What follows belongs to an exercise in optimizing a design on an open flow for small area, a short achievable clock period and few clock cycles per item; a production flow would make more cautious choices.
Where RTL was checked, it was by simulation tests only, not by an equivalence proof against the original.
Power figures rest on the tool's default switching activity, not on a simulated workload.

==> flow/design.v <==
module lora_rx_decoder (
    input  wire        clk,
    input  wire        rst,           
    input  wire        start,
    input  wire [3:0]  cfg_sf,        
    input  wire [3:0]  cfg_ppm,       
    input  wire [2:0]  cfg_rdd,       
    input  wire        cfg_explicit,  
    input  wire        sym_valid,
    output wire        sym_ready,
    input  wire [15:0] sym_data,
    output wire        out_valid,
    input  wire        out_ready,
    output wire [7:0]  out_data
);
    reg  [3:0]  sh;                   
    reg  [3:0]  sf;                   
    reg  [3:0]  pm1;                  
    reg  [2:0]  rdd;
    reg         expl;
    reg         in_v;
    reg  [11:0] in_u;                 
    reg  [11:0] sb [0:7];
    reg  [2:0]  m;                    
    reg  [2:0]  r;                    
    reg         ld_hdr;               
    reg         sb_full;
    reg         first_x;              
    reg  [11:0] cb [0:7];
    reg  [3:0]  j;                    
    reg         cw_v;
    reg         cw_hdr;
    reg         q_v;
    reg  [7:0]  q_cw;
    reg  [3:0]  q_key;
    reg         q_hdr;
    reg         ov;
    reg  [5:0]  od;
    reg  [7:0]  s;
    reg         widx;
    wire [3:0] ppm_eff = (cfg_ppm == 4'd0) ? cfg_sf : cfg_ppm;
    wire a_free  = ~ov | out_ready;
    wire q_adv   = q_v & a_free;
    wire take    = cw_v & (~q_v | q_adv);
    wire cw_last = (j == pm1);
    wire xfer    = sb_full & (~cw_v | (take & cw_last));
    wire s1_go   = in_v & (~sb_full | xfer);
    wire [2:0] wl1 = ld_hdr ? 3'd7 : (3'd3 + rdd);    
    wire ld_last = (m == wl1);
    reg  rdy;
    assign sym_ready = rdy;
    wire acc = sym_valid & rdy;
    reg  [11:0] below, pa0, pa1, pa2, pa3, cy;
    integer ci;
    always @* begin
        for (ci = 0; ci < 12; ci = ci + 1)
            below[ci] = (ci + 1 < sh);
        pa0 = sym_data[11:0] | below;
        for (ci = 0; ci < 12; ci = ci + 1) begin
            pa1[ci] = (ci >= 1) ? pa0[ci] & pa0[ci-1] : pa0[ci];
        end
        for (ci = 0; ci < 12; ci = ci + 1) begin
            pa2[ci] = (ci >= 2) ? pa1[ci] & pa1[ci-2] : pa1[ci];
        end
        for (ci = 0; ci < 12; ci = ci + 1) begin
            pa3[ci] = (ci >= 4) ? pa2[ci] & pa2[ci-4] : pa2[ci];
        end
        for (ci = 0; ci < 12; ci = ci + 1) begin
            cy[ci] = (sh != 4'd0) & ~below[ci] &
                     ((ci == 0) ? 1'b1 :
                      (ci - 1 >= 8) ? pa3[ci-1] & pa3[ci-9] : pa3[ci-1]);
        end
    end
    wire [11:0] u_in = sym_data[11:0] ^ cy;
    reg  [11:0] gm;
    always @* for (ci = 0; ci < 12; ci = ci + 1) gm[ci] = (ci + 1 < sf);
    wire [11:0] G     = in_u ^ ({1'b0, in_u[11:1]} & gm);
    wire [4:0]  sa    = {1'b0, sh} + 5'd7 - {2'b0, r};
    wire [18:0] Gx    = {G, 7'd0};
    wire [18:0] A     = Gx >> sa;
    wire [11:0] B     = G >> (sf - {1'b0, r});
    reg  [11:0] rot;
    always @* for (ci = 0; ci < 12; ci = ci + 1) rot[ci] = (ci < r) ? B[ci] : A[ci];
    wire [7:0] cw = {cb[7][j], cb[6][j], cb[5][j], cb[4][j],
                     cb[3][j], cb[2][j], cb[1][j], cb[0][j]};
    wire use_key = ~(cw_hdr & expl & (j < 4'd5));
    wire [3:0] key = widx ? {s[0], s[1], s[2], s[3]} : {s[4], s[5], s[6], s[7]};
    wire [2:0] cur_rdd = q_hdr ? 3'd4 : rdd;
    wire b0 = q_cw[0], b1 = q_cw[1], b2 = q_cw[2], b3 = q_cw[3];
    wire b4 = q_cw[4], b5 = q_cw[5], b6 = q_cw[6], b7 = q_cw[7];
    wire p0 = b0 ^ b1 ^ b2 ^ b4;
    wire p1 = b1 ^ b2 ^ b3 ^ b5;
    wire p2 = b0 ^ b1 ^ b3 ^ b6;
    wire p3 = b0 ^ b2 ^ b3 ^ b7;
    wire [3:0] s84 = {p3, p2, p1, p0};
    wire [2:0] s74 = {p2, p1, p0};
    reg [3:0] flip;
    reg       dec_e, dec_b;
    always @* begin
        flip  = 4'd0;
        dec_e = 1'b0;
        dec_b = 1'b0;
        case (cur_rdd)
            3'd1: dec_e = b4 ^ (b0 ^ b1 ^ b2 ^ b3);
            3'd2: dec_e = (b4 ^ (b0 ^ b1 ^ b2)) | (b5 ^ (b1 ^ b2 ^ b3));
            3'd3: begin
                dec_e = (s74 != 3'd0);
                case (s74)
                    3'd5: flip = 4'h1;
                    3'd7: flip = 4'h2;
                    3'd3: flip = 4'h4;
                    3'd6: flip = 4'h8;
                    default: ;
                endcase
            end
            3'd4: begin
                dec_e = (s84 != 4'd0);
                case (s84)
                    4'hD: flip = 4'h1;
                    4'h7: flip = 4'h2;
                    4'hB: flip = 4'h4;
                    4'hE: flip = 4'h8;
                    4'h0, 4'h1, 4'h2, 4'h4, 4'h8: ;
                    default: dec_b = 1'b1;
                endcase
            end
            default: ;
        endcase
    end
    wire [3:0] dec_d = q_cw[3:0] ^ flip ^ q_key;
    assign out_valid = ov;
    assign out_data  = {2'b00, od};
    integer i;
    always @(posedge clk) begin
        if (acc) begin
            in_u  <= u_in;
        end
        if (s1_go)
            sb[m] <= rot;
        for (i = 0; i < 8; i = i + 1)
            if (xfer)
                cb[i] <= sb[i];
        if (q_adv)
            od <= {dec_b, dec_e, dec_d};
        if (take) begin
            q_cw  <= cw;
            q_key <= use_key ? key : 4'd0;
            q_hdr <= cw_hdr;
        end
    end
    wire in_v_n    = acc | (in_v & ~s1_go);
    wire sb_full_n = (s1_go & ld_last) | (sb_full & ~xfer);
    wire cw_v_n    = xfer | (cw_v & ~(take & cw_last));
    always @(posedge clk) begin
        if (rst | start)
            rdy <= ~rst;
        else
            rdy <= ~in_v_n | ~sb_full_n | ~cw_v_n;
        if (start) begin
            sh   <= (cfg_ppm == 4'd0) ? 4'd0 : cfg_sf - cfg_ppm;
            sf   <= cfg_sf;
            pm1  <= ppm_eff - 4'd1;
            rdd  <= cfg_rdd;
            expl <= cfg_explicit;
        end
        if (rst | start) begin
            in_v    <= 1'b0;
            m       <= 3'd0;
            r       <= 3'd0;
            ld_hdr  <= 1'b1;
            sb_full <= 1'b0;
            first_x <= 1'b1;
            cw_v    <= 1'b0;
            cw_hdr  <= 1'b1;
            j       <= 4'd0;
            ov      <= 1'b0;
            q_v     <= 1'b0;
            s       <= 8'hFF;
            widx    <= 1'b0;
        end else begin
            if (acc)
                in_v <= 1'b1;
            else if (s1_go)
                in_v <= 1'b0;
            if (s1_go) begin
                if (ld_last) begin
                    m      <= 3'd0;
                    r      <= 3'd0;
                    ld_hdr <= 1'b0;
                end else begin
                    m <= m + 3'd1;
                    r <= ({1'b0, r} == pm1) ? 3'd0 : r + 3'd1;
                end
            end
            if (s1_go & ld_last)
                sb_full <= 1'b1;
            else if (xfer)
                sb_full <= 1'b0;
            if (xfer) begin
                cw_v    <= 1'b1;
                cw_hdr  <= first_x;
                first_x <= 1'b0;
                j       <= 4'd0;
            end else if (take) begin
                if (cw_last)
                    cw_v <= 1'b0;
                j <= j + 4'd1;
            end
            if (a_free)
                ov <= q_adv;
            if (take)
                q_v <= 1'b1;
            else if (q_adv)
                q_v <= 1'b0;
            if (take & use_key) begin
                if (widx)
                    s <= {s[0] ^ s[2] ^ s[3] ^ s[4], s[7:1]};
                widx <= ~widx;
            end
        end
    end
endmodule
export LEC_CHECK = 0
export CAP_MARGIN = 20
export CORE_MARGIN = 2
export CORE_UTILIZATION = 40
export SLEW_MARGIN = 20
create_clock -name core_clock -period 9.0 [get_ports {clk}]
standard.sh (not shown) runs the stock make flow with config.mk's settings and CLKGATE_MAP_FILE= SYNTH_SCRIPT=/design/flow/synth_recipe.tcl, a recipe that flattens the netlist after the stock synthesis.
==> flow/flow/run.sh <==
#!/bin/bash
bash standard.sh 'SETUP_SLACK_MARGIN=6.0' 'MATCH_CELL_FOOTPRINT=0' 'BUFFER_PORTS_ARGS=-buffer_cell sky130_fd_sc_hd__buf_2' 'CTS_BUF_LIST=sky130_fd_sc_hd__clkbuf_8' finish > standard.log 2>&1
Testbench counts at the start, summed over its fixed seeds: cycles 8,128, bytes 6,173.
Rerun with:
--- a/flow/design.v
+++ b/flow/design.v
@@ -73,14 +73,13 @@
     end
     wire [11:0] u_in = sym_data[11:0] ^ cy;
     reg  [11:0] gm;
     always @* for (ci = 0; ci < 12; ci = ci + 1) gm[ci] = (ci + 1 < sf);
     wire [11:0] G     = in_u ^ ({1'b0, in_u[11:1]} & gm);
-    wire [4:0]  sa    = {1'b0, sh} + 5'd7 - {2'b0, r};
     wire [18:0] Gx    = {G, 7'd0};
-    wire [18:0] A     = Gx >> sa;
-    wire [11:0] B     = G >> (sf - {1'b0, r});
+    wire [18:0] A     = (Gx >> sh) >> (~r);
+    wire [11:0] B     = (G >> (sf - 4'd7)) >> (~r);
     reg  [11:0] rot;
     always @* for (ci = 0; ci < 12; ci = ci + 1) rot[ci] = (ci < r) ? B[ci] : A[ci];
     wire [7:0] cw = {cb[7][j], cb[6][j], cb[5][j], cb[4][j],
                      cb[3][j], cb[2][j], cb[1][j], cb[0][j]};
     wire use_key = ~(cw_hdr & expl & (j < 4'd5));
Combinational power goes down by 20%.
Setup slack is worse by 180 ps.
Global-route usage came out higher by 1.0 points.
Area after synthesis came out higher by 2.3%.
Clock-buffer cell count came out higher by 6.
For the second run of this note, only the layout was checked, not whether the RTL still works.

[port drivers added, routing unchanged]
The results above use ideal ports. As a check the final layouts listed here were re-extracted and re-timed, cells and wires unchanged. Step 1 sets driving cells, clkbuf_16 on the clock port and buf_2 on the other inputs (assumed; they add their load-dependent delay and slew). Step 2 adds t to the input delays and takes it off the output delays; t is the mean of the earliest and latest rising clock arrival at the registers after step 1. Input paths then give back, and output paths get back, about the clock's delay inside the block. Slacks: ideal ports / drivers / drivers and shift; pairs: ideal ports / drivers.
run	t, ns	setup WS [ns]	worst setup path at the end	latest minus earliest clock arrival (ns)
the first run	0.585	6.062 / 6.068 / 5.483	input to register	0.032 / 0.032
the second run	0.583	5.878 / 5.878 / 5.536	input to register	0.025 / 0.025
After both steps setup and hold are still met in every run listed. The setup slack of the first run, which loses most, moves by +0.006 ns with the drivers and by -0.579 ns with both steps.
